Source: an optimization exercise on an open RTL-to-GDS flow (aim: small area, a short achievable clock period and few clock cycles). Production flows keep margins and buffers that such runs may drop.
Power figures rest on the tool's default switching activity, not on a simulated workload.

==> run F: inputs <==
==> flow/design.v (excerpt) <==
module mav_parser (
    input  wire        clk,
    input  wire        rst,           
    input  wire        in_we,
    input  wire [6:0]  in_waddr,
    input  wire [31:0] in_wdata,
    input  wire        cat_we,
    input  wire [2:0]  cat_waddr,
    input  wire [49:0] cat_wdata,
    input  wire        cmd_valid,
    input  wire        cmd_stream,    
    input  wire [15:0] cmd_n,
    output wire        busy,
    output reg         done,
    output reg  [7:0]  err,
    output wire [15:0] res_start,
    output wire [15:0] res_end,
    output wire [15:0] consumed,
    output wire [15:0] examined,
    output reg         frm_valid,
    output wire        frm_ver,
    output wire        frm_hassig,
    output wire [7:0]  frm_len,
    output wire [7:0]  frm_seq,
    output wire [7:0]  frm_sysid,
    output wire [7:0]  frm_compid,
    output wire [7:0]  frm_incompat,
    output wire [7:0]  frm_compat,
    output wire [23:0] frm_msgid,
    output wire [15:0] frm_cksum,
    input  wire [8:0]  rd_addr,
    output wire [7:0]  rd_data
);
    localparam IN_CAP = 320;
    localparam NCAT   = 8;
    localparam E_NONE      = 8'd0;
    localparam E_NOMARKER  = 8'd6;
  ...
clock: 14.0 ns
lec_check: 0
cap_margin: 20
cell_pad_in_sites_detail_placement: 1
cell_pad_in_sites_global_placement: 1
core_margin: 2
core_utilization: 45
place_density: 0.55
setup_slack_margin: 5
slew_margin: 20
synth_hierarchical: 1
synth_minimum_keep_size: 0
run.sh (not shown) runs the stock make flow with config.mk's settings and CLKGATE_MAP_FILE= SYNTH_SCRIPT=/design/flow/synth_recipe.tcl, a recipe that flattens the netlist after the stock synthesis.
==> run B (differences from run F) <==
==> flow/design.v (replaced) <==
`timescale 1ns/1ps
module mav_parser (
    input  wire        clk,
    input  wire        rst,           
    input  wire        in_we,
    input  wire [6:0]  in_waddr,
    input  wire [31:0] in_wdata,
    input  wire        cat_we,
    input  wire [2:0]  cat_waddr,
    input  wire [49:0] cat_wdata,
    input  wire        cmd_valid,
    input  wire        cmd_stream,    
    input  wire [15:0] cmd_n,
    output wire        busy,
    output reg         done,
    output reg  [7:0]  err,
    output wire [15:0] res_start,
    output wire [15:0] res_end,
    output wire [15:0] consumed,
    output wire [15:0] examined,
    output reg         frm_valid,
    output wire        frm_ver,
    output wire        frm_hassig,
    output wire [7:0]  frm_len,
    output wire [7:0]  frm_seq,
    output wire [7:0]  frm_sysid,
    output wire [7:0]  frm_compid,
    output wire [7:0]  frm_incompat,
    output wire [7:0]  frm_compat,
    output wire [23:0] frm_msgid,
    output wire [15:0] frm_cksum,
    input  wire [8:0]  rd_addr,
    output wire [7:0]  rd_data
);
    localparam IN_CAP = 320;
    localparam NCAT   = 8;
    localparam E_NONE      = 8'd0;
    localparam E_NOMARKER  = 8'd6;
    localparam E_SHORT     = 8'd7;
    localparam E_NOTFOUND  = 8'd9;
    localparam E_EXCLUDED  = 8'd10;
    localparam E_BADLEN    = 8'd11;
    localparam E_BADCRC    = 8'd13;
    localparam E_SIGLEN    = 8'd14;
    localparam E_NEEDMORE  = 8'd16;
    localparam E_ILLEGAL   = 8'd17;
    function [15:0] crc_acc;
        input [7:0]  b;
        input [15:0] crc;
        reg   [7:0]  ch;
        begin
            ch = b ^ crc[7:0];
            ch = ch ^ {ch[3:0], 4'b0};
            crc_acc = {8'h00, crc[15:8]} ^ {ch, 8'h00} ^ {5'b0, ch, 3'b0} ^ {12'h000, ch[7:4]};
        end
    endfunction
    function [15:0] crc8;
        input [15:0] s;
        input [63:0] d;
        begin
            crc8[0] = s[0] ^ s[1] ^ s[6] ^ s[8] ^ s[9] ^ s[12] ^ s[13] ^ s[15] ^ d[0] ^ d[1] ^ d[6] ^ d[8] ^ d[9] ^ d[12] ^ d[13] ^ d[15] ^ d[16] ^ d[22] ^ d[29] ^ d[31] ^ d[32] ^ d[36] ^ d[37] ^ d[38] ^ d[42] ^ d[44] ^ d[45] ^ d[52] ^ d[53] ^ d[56] ^ d[60];
            crc8[1] = s[0] ^ s[1] ^ s[2] ^ s[7] ^ s[9] ^ s[10] ^ s[13] ^ s[14] ^ d[0] ^ d[1] ^ d[2] ^ d[7] ^ d[9] ^ d[10] ^ d[13] ^ d[14] ^ d[16] ^ d[17] ^ d[23] ^ d[30] ^ d[32] ^ d[33] ^ d[37] ^ d[38] ^ d[39] ^ d[43] ^ d[45] ^ d[46] ^ d[53] ^ d[54] ^ d[57] ^ d[61];
            crc8[2] = s[0] ^ s[1] ^ s[2] ^ s[3] ^ s[8] ^ s[10] ^ s[11] ^ s[14] ^ s[15] ^ d[0] ^ d[1] ^ d[2] ^ d[3] ^ d[8] ^ d[10] ^ d[11] ^ d[14] ^ d[15] ^ d[17] ^ d[18] ^ d[24] ^ d[31] ^ d[33] ^ d[34] ^ d[38] ^ d[39] ^ d[40] ^ d[44] ^ d[46] ^ d[47] ^ d[54] ^ d[55] ^ d[58] ^ d[62];
            crc8[3] = s[0] ^ s[1] ^ s[2] ^ s[3] ^ s[4] ^ s[9] ^ s[11] ^ s[12] ^ s[15] ^ d[0] ^ d[1] ^ d[2] ^ d[3] ^ d[4] ^ d[9] ^ d[11] ^ d[12] ^ d[15] ^ d[16] ^ d[18] ^ d[19] ^ d[25] ^ d[32] ^ d[34] ^ d[35] ^ d[39] ^ d[40] ^ d[41] ^ d[45] ^ d[47] ^ d[48] ^ d[55] ^ d[56] ^ d[59] ^ d[63];
            crc8[4] = s[0] ^ s[2] ^ s[3] ^ s[4] ^ s[5] ^ s[6] ^ s[8] ^ s[9] ^ s[10] ^ s[15] ^ d[0] ^ d[2] ^ d[3] ^ d[4] ^ d[5] ^ d[6] ^ d[8] ^ d[9] ^ d[10] ^ d[15] ^ d[17] ^ d[19] ^ d[20] ^ d[22] ^ d[26] ^ d[29] ^ d[31] ^ d[32] ^ d[33] ^ d[35] ^ d[37] ^ d[38] ^ d[40] ^ d[41] ^ d[44] ^ d[45] ^ d[46] ^ d[48] ^ d[49] ^ d[52] ^ d[53] ^ d[57];
            crc8[5] = s[0] ^ s[1] ^ s[3] ^ s[4] ^ s[5] ^ s[6] ^ s[7] ^ s[9] ^ s[10] ^ s[11] ^ d[0] ^ d[1] ^ d[3] ^ d[4] ^ d[5] ^ d[6] ^ d[7] ^ d[9] ^ d[10] ^ d[11] ^ d[16] ^ d[18] ^ d[20] ^ d[21] ^ d[23] ^ d[27] ^ d[30] ^ d[32] ^ d[33] ^ d[34] ^ d[36] ^ d[38] ^ d[39] ^ d[41] ^ d[42] ^ d[45] ^ d[46] ^ d[47] ^ d[49] ^ d[50] ^ d[53] ^ d[54] ^ d[58];
            crc8[6] = s[1] ^ s[2] ^ s[4] ^ s[5] ^ s[6] ^ s[7] ^ s[8] ^ s[10] ^ s[11] ^ s[12] ^ d[1] ^ d[2] ^ d[4] ^ d[5] ^ d[6] ^ d[7] ^ d[8] ^ d[10] ^ d[11] ^ d[12] ^ d[17] ^ d[19] ^ d[21] ^ d[22] ^ d[24] ^ d[28] ^ d[31] ^ d[33] ^ d[34] ^ d[35] ^ d[37] ^ d[39] ^ d[40] ^ d[42] ^ d[43] ^ d[46] ^ d[47] ^ d[48] ^ d[50] ^ d[51] ^ d[54] ^ d[55] ^ d[59];
            crc8[7] = s[0] ^ s[2] ^ s[3] ^ s[5] ^ s[6] ^ s[7] ^ s[8] ^ s[9] ^ s[11] ^ s[12] ^ s[13] ^ d[0] ^ d[2] ^ d[3] ^ d[5] ^ d[6] ^ d[7] ^ d[8] ^ d[9] ^ d[11] ^ d[12] ^ d[13] ^ d[18] ^ d[20] ^ d[22] ^ d[23] ^ d[25] ^ d[29] ^ d[32] ^ d[34] ^ d[35] ^ d[36] ^ d[38] ^ d[40] ^ d[41] ^ d[43] ^ d[44] ^ d[47] ^ d[48] ^ d[49] ^ d[51] ^ d[52] ^ d[55] ^ d[56] ^ d[60];
            crc8[8] = s[0] ^ s[1] ^ s[3] ^ s[4] ^ s[6] ^ s[7] ^ s[8] ^ s[9] ^ s[10] ^ s[12] ^ s[13] ^ s[14] ^ d[0] ^ d[1] ^ d[3] ^ d[4] ^ d[6] ^ d[7] ^ d[8] ^ d[9] ^ d[10] ^ d[12] ^ d[13] ^ d[14] ^ d[19] ^ d[21] ^ d[23] ^ d[24] ^ d[26] ^ d[30] ^ d[33] ^ d[35] ^ d[36] ^ d[37] ^ d[39] ^ d[41] ^ d[42] ^ d[44] ^ d[45] ^ d[48] ^ d[49] ^ d[50] ^ d[52] ^ d[53] ^ d[56] ^ d[57] ^ d[61];
            crc8[9] = s[1] ^ s[2] ^ s[4] ^ s[5] ^ s[7] ^ s[8] ^ s[9] ^ s[10] ^ s[11] ^ s[13] ^ s[14] ^ s[15] ^ d[1] ^ d[2] ^ d[4] ^ d[5] ^ d[7] ^ d[8] ^ d[9] ^ d[10] ^ d[11] ^ d[13] ^ d[14] ^ d[15] ^ d[20] ^ d[22] ^ d[24] ^ d[25] ^ d[27] ^ d[31] ^ d[34] ^ d[36] ^ d[37] ^ d[38] ^ d[40] ^ d[42] ^ d[43] ^ d[45] ^ d[46] ^ d[49] ^ d[50] ^ d[51] ^ d[53] ^ d[54] ^ d[57] ^ d[58] ^ d[62];
            crc8[10] = s[2] ^ s[3] ^ s[5] ^ s[6] ^ s[8] ^ s[9] ^ s[10] ^ s[11] ^ s[12] ^ s[14] ^ s[15] ^ d[2] ^ d[3] ^ d[5] ^ d[6] ^ d[8] ^ d[9] ^ d[10] ^ d[11] ^ d[12] ^ d[14] ^ d[15] ^ d[16] ^ d[21] ^ d[23] ^ d[25] ^ d[26] ^ d[28] ^ d[32] ^ d[35] ^ d[37] ^ d[38] ^ d[39] ^ d[41] ^ d[43] ^ d[44] ^ d[46] ^ d[47] ^ d[50] ^ d[51] ^ d[52] ^ d[54] ^ d[55] ^ d[58] ^ d[59] ^ d[63];
            crc8[11] = s[1] ^ s[3] ^ s[4] ^ s[7] ^ s[8] ^ s[10] ^ s[11] ^ d[1] ^ d[3] ^ d[4] ^ d[7] ^ d[8] ^ d[10] ^ d[11] ^ d[17] ^ d[24] ^ d[26] ^ d[27] ^ d[31] ^ d[32] ^ d[33] ^ d[37] ^ d[39] ^ d[40] ^ d[47] ^ d[48] ^ d[51] ^ d[55] ^ d[59];
            crc8[12] = s[2] ^ s[4] ^ s[5] ^ s[8] ^ s[9] ^ s[11] ^ s[12] ^ d[2] ^ d[4] ^ d[5] ^ d[8] ^ d[9] ^ d[11] ^ d[12] ^ d[18] ^ d[25] ^ d[27] ^ d[28] ^ d[32] ^ d[33] ^ d[34] ^ d[38] ^ d[40] ^ d[41] ^ d[48] ^ d[49] ^ d[52] ^ d[56] ^ d[60];
            crc8[13] = s[3] ^ s[5] ^ s[6] ^ s[9] ^ s[10] ^ s[12] ^ s[13] ^ d[3] ^ d[5] ^ d[6] ^ d[9] ^ d[10] ^ d[12] ^ d[13] ^ d[19] ^ d[26] ^ d[28] ^ d[29] ^ d[33] ^ d[34] ^ d[35] ^ d[39] ^ d[41] ^ d[42] ^ d[49] ^ d[50] ^ d[53] ^ d[57] ^ d[61];
            crc8[14] = s[4] ^ s[6] ^ s[7] ^ s[10] ^ s[11] ^ s[13] ^ s[14] ^ d[4] ^ d[6] ^ d[7] ^ d[10] ^ d[11] ^ d[13] ^ d[14] ^ d[20] ^ d[27] ^ d[29] ^ d[30] ^ d[34] ^ d[35] ^ d[36] ^ d[40] ^ d[42] ^ d[43] ^ d[50] ^ d[51] ^ d[54] ^ d[58] ^ d[62];
            crc8[15] = s[0] ^ s[5] ^ s[7] ^ s[8] ^ s[11] ^ s[12] ^ s[14] ^ s[15] ^ d[0] ^ d[5] ^ d[7] ^ d[8] ^ d[11] ^ d[12] ^ d[14] ^ d[15] ^ d[21] ^ d[28] ^ d[30] ^ d[31] ^ d[35] ^ d[36] ^ d[37] ^ d[41] ^ d[43] ^ d[44] ^ d[51] ^ d[52] ^ d[55] ^ d[59] ^ d[63];
        end
    endfunction
    function [15:0] ainv1;
        input [15:0] s;
        begin
            ainv1[0] = s[8] ^ s[13];
            ainv1[1] = s[9] ^ s[14];
            ainv1[2] = s[10] ^ s[15];
            ainv1[3] = s[11];
            ainv1[4] = s[8] ^ s[12] ^ s[13];
            ainv1[5] = s[9] ^ s[13] ^ s[14];
            ainv1[6] = s[10] ^ s[14] ^ s[15];
            ainv1[7] = s[11] ^ s[15];
            ainv1[8] = s[0] ^ s[12];
            ainv1[9] = s[1] ^ s[13];
            ainv1[10] = s[2] ^ s[14];
            ainv1[11] = s[3] ^ s[8] ^ s[13] ^ s[15];
            ainv1[12] = s[4] ^ s[9] ^ s[14];
            ainv1[13] = s[5] ^ s[10] ^ s[15];
            ainv1[14] = s[6] ^ s[11];
            ainv1[15] = s[7] ^ s[12];
        end
    endfunction
    function [15:0] ainv2;
        input [15:0] s;
        begin
            ainv2[0] = s[0] ^ s[5] ^ s[10] ^ s[12] ^ s[15];
            ainv2[1] = s[1] ^ s[6] ^ s[11] ^ s[13];
            ainv2[2] = s[2] ^ s[7] ^ s[12] ^ s[14];
            ainv2[3] = s[3] ^ s[8] ^ s[13] ^ s[15];
            ainv2[4] = s[0] ^ s[4] ^ s[5] ^ s[9] ^ s[10] ^ s[12] ^ s[14] ^ s[15];
            ainv2[5] = s[1] ^ s[5] ^ s[6] ^ s[10] ^ s[11] ^ s[13] ^ s[15];
            ainv2[6] = s[2] ^ s[6] ^ s[7] ^ s[11] ^ s[12] ^ s[14];
            ainv2[7] = s[3] ^ s[7] ^ s[8] ^ s[12] ^ s[13] ^ s[15];
            ainv2[8] = s[4] ^ s[8] ^ s[9] ^ s[13] ^ s[14];
            ainv2[9] = s[5] ^ s[9] ^ s[10] ^ s[14] ^ s[15];
            ainv2[10] = s[6] ^ s[10] ^ s[11] ^ s[15];
            ainv2[11] = s[0] ^ s[5] ^ s[7] ^ s[10] ^ s[11] ^ s[15];
            ainv2[12] = s[1] ^ s[6] ^ s[8] ^ s[11] ^ s[12];
            ainv2[13] = s[2] ^ s[7] ^ s[9] ^ s[12] ^ s[13];
            ainv2[14] = s[3] ^ s[8] ^ s[10] ^ s[13] ^ s[14];
            ainv2[15] = s[4] ^ s[9] ^ s[11] ^ s[14] ^ s[15];
        end
    endfunction
    function [15:0] ainv4;
        input [15:0] s;
        begin
            ainv4[0] = s[0] ^ s[4] ^ s[6] ^ s[8] ^ s[9] ^ s[10] ^ s[13] ^ s[14];
            ainv4[1] = s[0] ^ s[1] ^ s[5] ^ s[7] ^ s[9] ^ s[10] ^ s[11] ^ s[14] ^ s[15];
            ainv4[2] = s[1] ^ s[2] ^ s[6] ^ s[8] ^ s[10] ^ s[11] ^ s[12] ^ s[15];
            ainv4[3] = s[2] ^ s[3] ^ s[7] ^ s[9] ^ s[11] ^ s[12] ^ s[13];
            ainv4[4] = s[3] ^ s[6] ^ s[9] ^ s[12];
            ainv4[5] = s[0] ^ s[4] ^ s[7] ^ s[10] ^ s[13];
            ainv4[6] = s[0] ^ s[1] ^ s[5] ^ s[8] ^ s[11] ^ s[14];
            ainv4[7] = s[1] ^ s[2] ^ s[6] ^ s[9] ^ s[12] ^ s[15];
            ainv4[8] = s[0] ^ s[2] ^ s[3] ^ s[7] ^ s[10] ^ s[13];
            ainv4[9] = s[1] ^ s[3] ^ s[4] ^ s[8] ^ s[11] ^ s[14];
            ainv4[10] = s[0] ^ s[2] ^ s[4] ^ s[5] ^ s[9] ^ s[12] ^ s[15];
            ainv4[11] = s[1] ^ s[3] ^ s[4] ^ s[5] ^ s[8] ^ s[9] ^ s[14];
            ainv4[12] = s[0] ^ s[2] ^ s[4] ^ s[5] ^ s[6] ^ s[9] ^ s[10] ^ s[15];
            ainv4[13] = s[1] ^ s[3] ^ s[5] ^ s[6] ^ s[7] ^ s[10] ^ s[11];
            ainv4[14] = s[2] ^ s[4] ^ s[6] ^ s[7] ^ s[8] ^ s[11] ^ s[12];
            ainv4[15] = s[3] ^ s[5] ^ s[7] ^ s[8] ^ s[9] ^ s[12] ^ s[13];
        end
    endfunction
    localparam [15:0] CRC_INIT0 = 16'h3078;
    reg [8*IN_CAP-1:0] mv;
    genvar gw;
    generate
        for (gw = 0; gw < IN_CAP / 4; gw = gw + 1) begin : g_word
            always @(posedge clk)
                if (in_we && in_waddr == gw)
                    mv[32*gw +: 32] <= in_wdata;
        end
    endgenerate
    wire [511:0] bankv [0:7];
    genvar gb, gr;
    generate
        for (gb = 0; gb < 8; gb = gb + 1) begin : g_bank
            for (gr = 0; gr < 64; gr = gr + 1) begin : g_row
                if (gr < IN_CAP / 8)
                    assign bankv[gb][8*gr +: 8] = mv[8*(8*gr+gb) +: 8];
                else
                    assign bankv[gb][8*gr +: 8] = 8'h00;
            end
        end
    endgenerate
    reg        cat_used [0:NCAT-1];
    reg        cat_incl [0:NCAT-1];
    reg [23:0] cat_id   [0:NCAT-1];
    reg [7:0]  cat_crcx [0:NCAT-1];
    reg [7:0]  cat_base [0:NCAT-1];
    reg [7:0]  cat_max  [0:NCAT-1];
    integer c;
    always @(posedge clk) begin
        if (rst) begin
            for (c = 0; c < NCAT; c = c + 1)
                cat_used[c] <= 1'b0;
        end else if (cat_we) begin
            cat_used[cat_waddr] <= cat_wdata[49];
        end
    end
    always @(posedge clk) begin
        if (cat_we) begin
            cat_incl[cat_waddr] <= cat_wdata[48];
            cat_id[cat_waddr]   <= cat_wdata[47:24];
            cat_crcx[cat_waddr] <= cat_wdata[23:16];
            cat_base[cat_waddr] <= cat_wdata[15:8];
            cat_max[cat_waddr]  <= cat_wdata[7:0];
        end
    end
    localparam S_IDLE = 2'd0;
    localparam S_SCAN = 2'd1;    
    localparam S_BODY = 2'd2;    
    localparam S_FIN  = 2'd3;    
    reg [1:0]  state;
    reg        stream;
    reg [8:0]  n;
    reg [8:0]  pa;         
    reg [8:0]  cand;       
    reg [8:0]  rem;        
    reg        idok;       
    reg [15:0] crc;
    reg [8:0]  r_start, r_end, r_cons, r_exam;
    reg        f_ver, f_sig;
    reg [7:0]  f_len, f_seq, f_sys, f_comp, f_inc, f_cmp;
    reg [23:0] f_id;
    reg [15:0] f_ck;
    assign busy         = (state != S_IDLE);
    assign res_start    = {7'd0, r_start};
    assign res_end      = {7'd0, r_end};
    assign consumed     = {7'd0, r_cons};
    assign examined     = {7'd0, r_exam};
    assign frm_ver      = frm_valid & f_ver;
    assign frm_hassig   = frm_valid & f_sig;
    assign frm_len      = {8{frm_valid}} & f_len;
    assign frm_seq      = {8{frm_valid}} & f_seq;
    assign frm_sysid    = {8{frm_valid}} & f_sys;
    assign frm_compid   = {8{frm_valid}} & f_comp;
    assign frm_incompat = {8{frm_valid}} & f_inc;
    assign frm_compat   = {8{frm_valid}} & f_cmp;
    assign frm_msgid    = {24{frm_valid}} & f_id;
    assign frm_cksum    = {16{frm_valid}} & f_ck;
    wire [8:0]  pb       = r_start + (f_ver ? 9'd10 : 9'd6);
    wire [8:0]  sb       = r_end - 9'd13;
    wire        rd_pay   = !rd_addr[8] && frm_valid && (rd_addr[7:0] < f_len);
    wire        rd_sig   = rd_addr[8] && (rd_addr[7:0] < 8'd13) && frm_valid && f_sig;
    wire [4:0]  rd_aq    = rd_addr[8] ? {4'd0, rd_addr[3]} : rd_addr[7:3];
    wire [2:0]  rd_sel   = (rd_addr[8] ? sb[2:0] : pb[2:0]) + rd_addr[2:0];
    wire [63:0] bank_out;
    genvar gk;
    generate
        for (gk = 0; gk < 8; gk = gk + 1) begin : g_rd
            wire [5:0] kw  = (gk >= pa[2:0]) ? pa[8:3] : pa[8:3] + 6'd1;
            wire [5:0] kp  = (gk >= pb[2:0]) ? pb[8:3] : pb[8:3] + 6'd1;
            wire [5:0] ks  = (gk >= sb[2:0]) ? sb[8:3] : sb[8:3] + 6'd1;
            wire [5:0] kr  = (rd_addr[8] ? ks : kp) + {1'b0, rd_aq};
            wire [5:0] row = busy ? kw : kr;
            assign bank_out[8*gk +: 8] = bankv[gk][8*row +: 8];
        end
    endgenerate
    wire [127:0] bank_out2 = {bank_out, bank_out};
    wire [63:0]  win_rd    = bank_out2[8*pa[2:0] +: 64];    
    wire [7:0]   rd_byte   = bank_out[8*rd_sel +: 8];
    assign rd_data = (rd_pay || rd_sig) ? rd_byte : 8'h00;
    wire        acc    = (state == S_IDLE);
    wire        legal  = (cmd_n <= IN_CAP);
    wire        first  = (acc && cmd_valid && legal) || (state == S_SCAN);
    wire [63:0] W      = acc ? mv[63:0] : win_rd;
    wire [8:0]  P      = acc ? 9'd0 : pa;
    wire [8:0]  N      = acc ? cmd_n[8:0] : n;
    wire        STR    = acc ? cmd_stream : stream;
    wire [7:0]  lastr  = acc ? 8'd0 : err;
    function [7:0] wb;
        input [63:0] w;
        input integer j;
        begin
            wb = w[8*j +: 8];
        end
    endfunction
    wire [9:0] h_avail = {1'b0, N} - {1'b0, P};
    reg  [7:0] mk;
    integer j;
    always @(*) begin
        for (j = 0; j < 8; j = j + 1)
            mk[j] = (W[8*j+2 +: 6] == 6'h3F) && (W[8*j] ^ W[8*j+1]) && (h_avail > j);
    end
    reg [2:0] mk_first;
    always @(*) begin
        mk_first = 3'd0;
        for (j = 7; j >= 1; j = j - 1)
            if (mk[j]) mk_first = j[2:0];
    end
    wire        h_v2    = W[0];                       
    wire [7:0]  h_len   = W[15:8];
    wire [8:0]  h_tot   = (h_v2 ? 9'd10 : 9'd6) + {1'b0, h_len};    
    wire [9:0]  h_room  = h_avail - (h_v2 ? 10'd12 : 10'd8);
    wire        h_short = h_room[9] || ({2'b0, h_len} > h_room);
    reg  [63:0] h_data;
    always @(*) begin
        for (j = 0; j < 8; j = j + 1)
            h_data[8*j +: 8] = (j != 0 && j < h_tot) ? W[8*j +: 8] : 8'h00;
    end
    reg  [63:0] b_data;
    always @(*) begin
        for (j = 0; j < 8; j = j + 1)
            b_data[8*j +: 8] = (j < rem) ? W[8*j +: 8] : 8'h00;
    end
    wire [15:0] c_next = crc8(first ? CRC_INIT0 : crc, first ? h_data : b_data);
    reg        lk_hit;
    reg [2:0]  lk_ent;
    integer    e;
    always @(*) begin
        lk_hit = 1'b0;
        lk_ent = 3'd0;
        for (e = NCAT - 1; e >= 0; e = e - 1)
            if (cat_used[e] && cat_id[e] == f_id) begin
                lk_hit = 1'b1;
                lk_ent = e[2:0];
            end
    end
    wire [7:0] lk_limit = f_ver ? cat_max[lk_ent] : cat_base[lk_ent];
    reg        lkv, lkr_fail;
    reg [7:0]  lkr_reason, lkr_crcx;
    always @(posedge clk) begin
        lkr_fail   <= !lk_hit || !cat_incl[lk_ent] || (f_len > lk_limit);
        lkr_reason <= !lk_hit ? E_NOTFOUND : !cat_incl[lk_ent] ? E_EXCLUDED : E_BADLEN;
        lkr_crcx   <= cat_crcx[lk_ent];
    end
    wire [8:0]  f_tot = (f_ver ? 9'd10 : 9'd6) + {1'b0, f_len};
    wire [2:0]  f_q   = 3'd0 - f_tot[2:0];
    wire [15:0] f_s1  = f_q[0] ? ainv1(crc)  : crc;
    wire [15:0] f_s2  = f_q[1] ? ainv2(f_s1) : f_s1;
    wire [15:0] f_s4  = f_q[2] ? ainv4(f_s2) : f_s2;
    wire [15:0] f_exp = crc_acc(lkr_crcx, f_s4);
    wire        f_crcbad   = (f_exp != W[15:0]);
    wire        f_signed   = f_ver && f_inc[0];
    wire [8:0]  f_end0     = pa + 9'd2;
    wire        f_sigshort = f_signed && ({1'b0, n} < {1'b0, f_end0} + 10'd13);
    wire [8:0]  f_end      = f_signed ? f_end0 + 9'd13 : f_end0;
    always @(posedge clk) begin
        if (first) begin
            crc  <= c_next;
            idok <= !h_v2;
            lkv  <= 1'b0;
            f_ver <= h_v2;
            f_len <= h_len;
            if (h_v2) begin
                f_inc      <= wb(W, 2);
                f_cmp      <= wb(W, 3);
                f_seq      <= wb(W, 4);
                f_sys      <= wb(W, 5);
                f_comp     <= wb(W, 6);
                f_id[7:0]  <= wb(W, 7);
            end else begin
                f_inc      <= 8'd0;
                f_cmp      <= 8'd0;
                f_seq      <= wb(W, 2);
                f_sys      <= wb(W, 3);
                f_comp     <= wb(W, 4);
                f_id[7:0]  <= wb(W, 5);
            end
        end
        if (first || (state == S_BODY && !idok))
            f_id[23:8] <= first ? 16'd0 : W[15:0];
        if (state == S_BODY) begin
            crc  <= c_next;
            idok <= 1'b1;
            lkv  <= idok;
        end
        if (state == S_FIN) begin
            lkv   <= idok;
            f_ck  <= W[15:0];
            f_sig <= f_signed;
        end
    end
    task fail_cand;
        input [7:0] r;
        begin
            err   <= r;
            pa    <= cand + 9'd1;
            state <= S_SCAN;
        end
    endtask
    always @(posedge clk) begin
        if (rst) begin
            state     <= S_IDLE;
            done      <= 1'b0;
            err       <= 8'd0;
            r_start   <= 9'd0;
            r_end     <= 9'd0;
            r_cons    <= 9'd0;
            r_exam    <= 9'd0;
            frm_valid <= 1'b0;
        end else begin
            done <= 1'b0;
            if (acc && cmd_valid && !legal) begin
                err  <= E_ILLEGAL;
                done <= 1'b1;
            end else if (first) begin
                if (acc) begin
                    stream    <= cmd_stream;
                    n         <= cmd_n[8:0];
                    frm_valid <= 1'b0;
                end
                if (mk[0]) begin
                    cand <= P;
                    if (h_short) begin
                        if (STR) begin
                            r_cons <= P;
                            r_exam <= N;
                            err    <= E_NEEDMORE;
                            done   <= 1'b1;
                            state  <= S_IDLE;
                        end else begin
                            err   <= E_SHORT;
                            pa    <= P + 9'd1;
                            state <= S_SCAN;
                        end
                    end else begin
                        err <= lastr;
                        if (h_tot <= 9'd8) begin
                            pa    <= P + h_tot;
                            state <= S_FIN;
                        end else begin
                            pa    <= P + 9'd8;
                            rem   <= h_tot - 9'd8;
                            state <= S_BODY;
                        end
                    end
                end else if (mk[7:1] != 7'd0) begin
                    err   <= lastr;
                    pa    <= P + {6'd0, mk_first};
                    state <= S_SCAN;
                end else if (h_avail <= 10'd8) begin
                    if (STR) begin
                        r_cons <= N;
                        r_exam <= N;
                    end
                    err   <= (lastr != 8'd0) ? lastr : E_NOMARKER;
                    done  <= 1'b1;
                    state <= S_IDLE;
                end else begin
                    err   <= lastr;
                    pa    <= P + 9'd8;
                    state <= S_SCAN;
                end
            end else if (state == S_BODY) begin
                if (lkv && lkr_fail) begin
                    fail_cand(lkr_reason);
                end else if (rem <= 9'd8) begin
                    pa    <= pa + rem;
                    state <= S_FIN;
                end else begin
                    pa    <= pa + 9'd8;
                    rem   <= rem - 9'd8;
                end
            end else if (state == S_FIN) begin
                if (!lkv) begin
                end else if (lkr_fail) begin
                    fail_cand(lkr_reason);
                end else if (f_crcbad) begin
                    fail_cand(E_BADCRC);
                end else if (f_sigshort) begin
                    if (stream) begin
                        r_cons <= cand;
                        r_exam <= n;
                        err    <= E_NEEDMORE;
                        done   <= 1'b1;
                        state  <= S_IDLE;
                    end else begin
                        fail_cand(E_SIGLEN);
                    end
                end else begin
                    frm_valid <= 1'b1;
                    r_start   <= cand;
                    r_end     <= f_end;
                    if (stream) begin
                        r_cons <= f_end;
                        r_exam <= f_end;
                    end
                    err   <= E_NONE;
                    done  <= 1'b1;
                    state <= S_IDLE;
                end
            end
        end
    end
endmodule
- SYNTH_HIERARCHICAL: 1 -> unset
- SYNTH_MINIMUM_KEEP_SIZE: 0 -> unset
==> notes <==
- Between run F and run B, the lower synthesized cell count is in run B (gap 0.89%, measured against run B).
- Between run F and run B, the lower cell count is in run F (gap 0.24%, measured against run B).
- In run B the clock skew is higher than in run F, by 21 ps.
- Run F produced a clean layout. Run B finished with timing, DRC and antenna clean.
- Non-clock buffer count: run B is higher than run F (198).
- In run F the global-route usage is lower than in run B, by 0.37 points.
==> figures <==
item                                                              run F       run B
Start point of the worst min-delay path                       r_cons[2]   r_exam[6]
Detail Placement HPWL                                         384000 µm   381000 µm
Logic pwr share                                                   0.585       0.193
Largest net degree at the start of global routing                   115         101
Met2 track utilization from global routing                        0.557       0.555
Die width                                                        579 µm      576 µm
Number of warnings reported in the yosys synthesis log                9           1
Ratio of final minimum period to clock period                     0.729       0.732
Fraction of layout instances using a drive strength above 1       0.197       0.220
Result of the run                      no timing/DRC/antenna violations  no timing/DRC/antenna violations
Post-route core utilization                                       0.538       0.549
Function was not checked in any run of this note: the RTL went through the layout flow alone.

## afterwards: timing with drivers on the ports
Ports are ideal in the flow. The routed layouts listed here were re-timed in OpenROAD. Step 1: set_driving_cell puts a clkbuf_16 on clk and a buf_2 on each other input, an assumption about the parent block. Step 2 also shifts input and output timing later by t, the mid clock arrival at the registers, as if the neighbouring blocks saw the same clock. Slacks: ideal ports / drivers / drivers and shift; pairs: ideal ports / drivers.
| run | shift t [ns] | setup slack, ns | worst setup path after step 2 |
|---|---|---|---|
| run F | 1.048 | 3.789 / 3.699 / 3.166 | input to register |
| run B | 1.044 | 3.752 / 3.312 / 2.600 | input to register |
After both steps setup and hold are still met in every run listed. For run B, which loses most, drivers alone change the setup slack by -0.440 ns; drivers and shift together by -1.152 ns.
